From an optimization exercise on the open Yosys and OpenROAD flow, aimed at small area; shortcuts taken in it are not production practice.
The RTL was checked by simulation tests, not by an equivalence proof against the original design.
Power figures rest on the tool's default switching activity, not on a simulated workload.

==> flow/design.v (excerpt) <==
module ap2_core (
    input  wire        clk,
    input  wire        rst,           
    input  wire        start,         
    input  wire [16:0] image_end,     
    output reg         mem_req,
    output reg         mem_we,
    output wire [15:0] mem_addr,
    output wire [15:0] mem_wdata,
    input  wire [15:0] mem_rdata,
    input  wire        mem_ready,
    output wire        done,          
    output wire [1:0]  stop_reason,   
    output wire [15:0] r0,
    output wire [15:0] r1,
    output wire [15:0] r2,
    output wire [15:0] r3,
    output wire [15:0] r4,
    output wire [15:0] r5,
    output wire [15:0] r6,
    output wire [15:0] r7,
    output wire [15:0] pc_out,
    output wire [15:0] sp_out,
    output wire        flag_c,
    output wire        flag_ov,
    output wire        flag_z,
    output wire        flag_s
);
    localparam [3:0] S_CLR   = 4'd0,
                     S_FETCH = 4'd1,
                     S_B     = 4'd4,     
                     S_M     = 4'd5,     
                     S_D     = 4'd6,     
                     S_P     = 4'd7,     
                     S_SHIFT = 4'd8,
                     S_MUL   = 4'd9,
                     S_IDLE  = 4'd12,
                     S_HALT  = 4'd13,    
                     S_RSVD  = 4'd14,    
                     S_END   = 4'd15;    
    reg [143:0] ring;
    reg [15:0]  T, U, ir;
    reg [3:0]   o;
    reg [3:0]   c;
    reg         fc, fov, fz, fs;
    reg [3:0]   st;
    wire [15:0] S = ring[15:0];
    wire [3:0] cls    = ir[15:12];
    wire       is_c0  = (cls == 4'h0);
    wire       is_jmp = is_c0 && ir[11];
  ...
For scale: ~210 flip-flops, roughly 9900 µm² of cells after synthesis.
export LEC_CHECK = 0
export ABC_AREA = 1
export CAP_MARGIN = 20
export CORE_MARGIN = 2
export CORE_UTILIZATION = 45
export GPL_TIMING_DRIVEN = 0
export PLACE_DENSITY = 0.8
export SLEW_MARGIN = 20
create_clock -name core_clock -period 10.0 [get_ports {clk}]
standard.sh (not shown) runs the stock make flow with config.mk's settings and CLKGATE_MAP_FILE= SYNTH_SCRIPT=/design/flow/synth_recipe.tcl, a recipe that flattens the netlist after the stock synthesis.
==> flow/flow/run.sh <==
#!/bin/bash
# Layout flow: the standard ORFS flow (standard.sh: the standard
# synthesis, floorplan, power grid, taps, placement, CTS and routing), with
# knobs that ORFS reads from the environment:
#  - port buffers use the smallest buffer cell (buffer_ports -buffer_cell)
#    instead of the 10 um2 delay buffer ORFS picks on its own; every input
#    and output port still gets its own buffer;
#  - CTS builds the clock tree from small clock buffers and adds no dummy
#    load cells.
# standard.sh's full output goes to standard_make.log here; each ORFS step
# keeps its own log under orfs/logs/.
set -euo pipefail
export BUFFER_PORTS_ARGS="-buffer_cell sky130_fd_sc_hd__buf_1"
export CTS_ARGS="-sink_clustering_enable -repair_clock_nets -dont_use_dummy_load -buf_list {sky130_fd_sc_hd__clkbuf_8} -sink_clustering_size 24 -sink_clustering_max_diameter 50"
bash standard.sh > standard_make.log 2>&1
==> next run, changes <==
- PLACE_DENSITY: 0.8 -> 0.45
Result:
- count of clock-buffer cells in the layout climbs by 1
- sequential cell count does not change
- total power shrinks by 0.57%

* * *

exp/ember:
Starting RTL as in the previous note.
## ap2_core
module ap2_core (
    input  wire        clk,
    input  wire        rst,           
    input  wire        start,         
    input  wire [16:0] image_end,     
    output reg         mem_req,
    output reg         mem_we,
    output wire [15:0] mem_addr,
    output wire [15:0] mem_wdata,
    input  wire [15:0] mem_rdata,
    input  wire        mem_ready,
    output wire        done,          
    output wire [1:0]  stop_reason,   
    output wire [15:0] r0,
    output wire [15:0] r1,
    output wire [15:0] r2,
    output wire [15:0] r3,
    output wire [15:0] r4,
    output wire [15:0] r5,
    output wire [15:0] r6,
    output wire [15:0] r7,
    output wire [15:0] pc_out,
    output wire [15:0] sp_out,
    output wire        flag_c,
    output wire        flag_ov,
    output wire        flag_z,
    output wire        flag_s
);
clock: 10.0 ns
lec_check: 0
abc_area: 1
cap_margin: 20
core_margin: 2
core_utilization: 55
gpl_timing_driven: 0
slew_margin: 20
Scripts as last shown in full above: flow/flow/run.sh
diff inputs: exp/ember => exp/indigo
# exp/ember
export LEC_CHECK = 0
export ABC_AREA = 1
export CAP_MARGIN = 20
export CORE_MARGIN = 2
export CORE_UTILIZATION = 55
export GPL_TIMING_DRIVEN = 0
export SLEW_MARGIN = 20
create_clock -name core_clock -period 10.0 [get_ports {clk}]
# exp/indigo
export LEC_CHECK = 0
export ABC_AREA = 1
export CAP_MARGIN = 20
export CORE_MARGIN = 2
export CORE_UTILIZATION = 45
export GPL_TIMING_DRIVEN = 0
export SLEW_MARGIN = 20
create_clock -name core_clock -period 10.0 [get_ports {clk}]
Results
exp/indigo ended with every stage complete and zero timing, DRC or antenna violations.
Share of total power in sequential cells ended up 0.8 points lower on exp/indigo than on exp/ember.
Between exp/indigo and exp/ember, the difference in maximum cell stage delay along the critical path is negligible.
On setup slack: exp/indigo sits above exp/ember.
The met2 wire length reported for exp/indigo is greater than that of exp/ember by 2.2%.
Of exp/indigo and exp/ember, the run reporting the lower number of instances in the placed design was exp/ember.
Looking at design area, exp/indigo sits 1.1% higher than exp/ember does.
Sort exp/indigo and exp/ember by non-clock buffer count, descending, and exp/ember comes first.
Of exp/indigo and exp/ember, exp/indigo shows the lower total iterations of the first detailed-routing run, with exp/ember above it.
When exp/indigo is set beside exp/ember, its worst hold slack turns out to be 0.0054 ns smaller.
Here is what was changed in the inputs of exp/maple compared with exp/indigo.
--- a/flow/flow/run.sh
+++ b/flow/flow/run.sh
@@ -12,4 +12,4 @@
 set -euo pipefail
 export BUFFER_PORTS_ARGS="-buffer_cell sky130_fd_sc_hd__buf_1"
-export CTS_ARGS="-sink_clustering_enable -repair_clock_nets -dont_use_dummy_load -buf_list {sky130_fd_sc_hd__clkbuf_8} -sink_clustering_size 24 -sink_clustering_max_diameter 50"
+export CTS_ARGS="-sink_clustering_enable -repair_clock_nets -dont_use_dummy_load -buf_list {sky130_fd_sc_hd__clkbuf_8} -sink_clustering_size 30 -sink_clustering_max_diameter 45"
 bash standard.sh > standard_make.log 2>&1
[summary]
Going from exp/indigo to exp/maple, design area higher; proportion of cell area occupied by registers went down 0.28 points; utilization of the core after routing moved up.
Looking at exp/indigo and exp/maple, the cts-stage hold buffer count is a wash.
The power density of the placed cells reported for exp/maple is greater than that of exp/indigo by 0.96%.

-- separate check: timing with driven ports --
How much do the figures lean on ideal ports? The routed layouts below were timed once more, with nothing changed but the port constraints.
Step 1 (the two cells are an assumption about what drives the block):
set clk [get_ports {clk}]
set_driving_cell -lib_cell sky130_fd_sc_hd__clkbuf_16 $clk
set_driving_cell -lib_cell sky130_fd_sc_hd__buf_2 [delete_from_list [all_inputs] $clk]
Step 2 times the ports against the registers' clock, not the clock port: input delays grow and output delays shrink by t, the midpoint of the rising clock arrivals with the driver on.
Three values: no drivers, after step 1, after step 2; two values: the first two.
run	t (ns)	setup slack, ns	worst setup path after step 2
the first run of note 1	0.581	0.415 / 0.415 / 0.113	input to register
the second run of note 1	0.586	0.407 / 0.407 / 0.195	input to register
exp/ember	0.568	0.303 / 0.303 / 0.161	input to register
exp/indigo	0.582	0.415 / 0.415 / 0.238	input to register
exp/maple	0.605	0.388 / 0.388 / 0.249	input to register
After both steps every run listed still meets setup and hold. For the first run of note 1, which loses most, drivers alone change the setup slack by 0.000 ns; drivers and shift together by -0.302 ns.
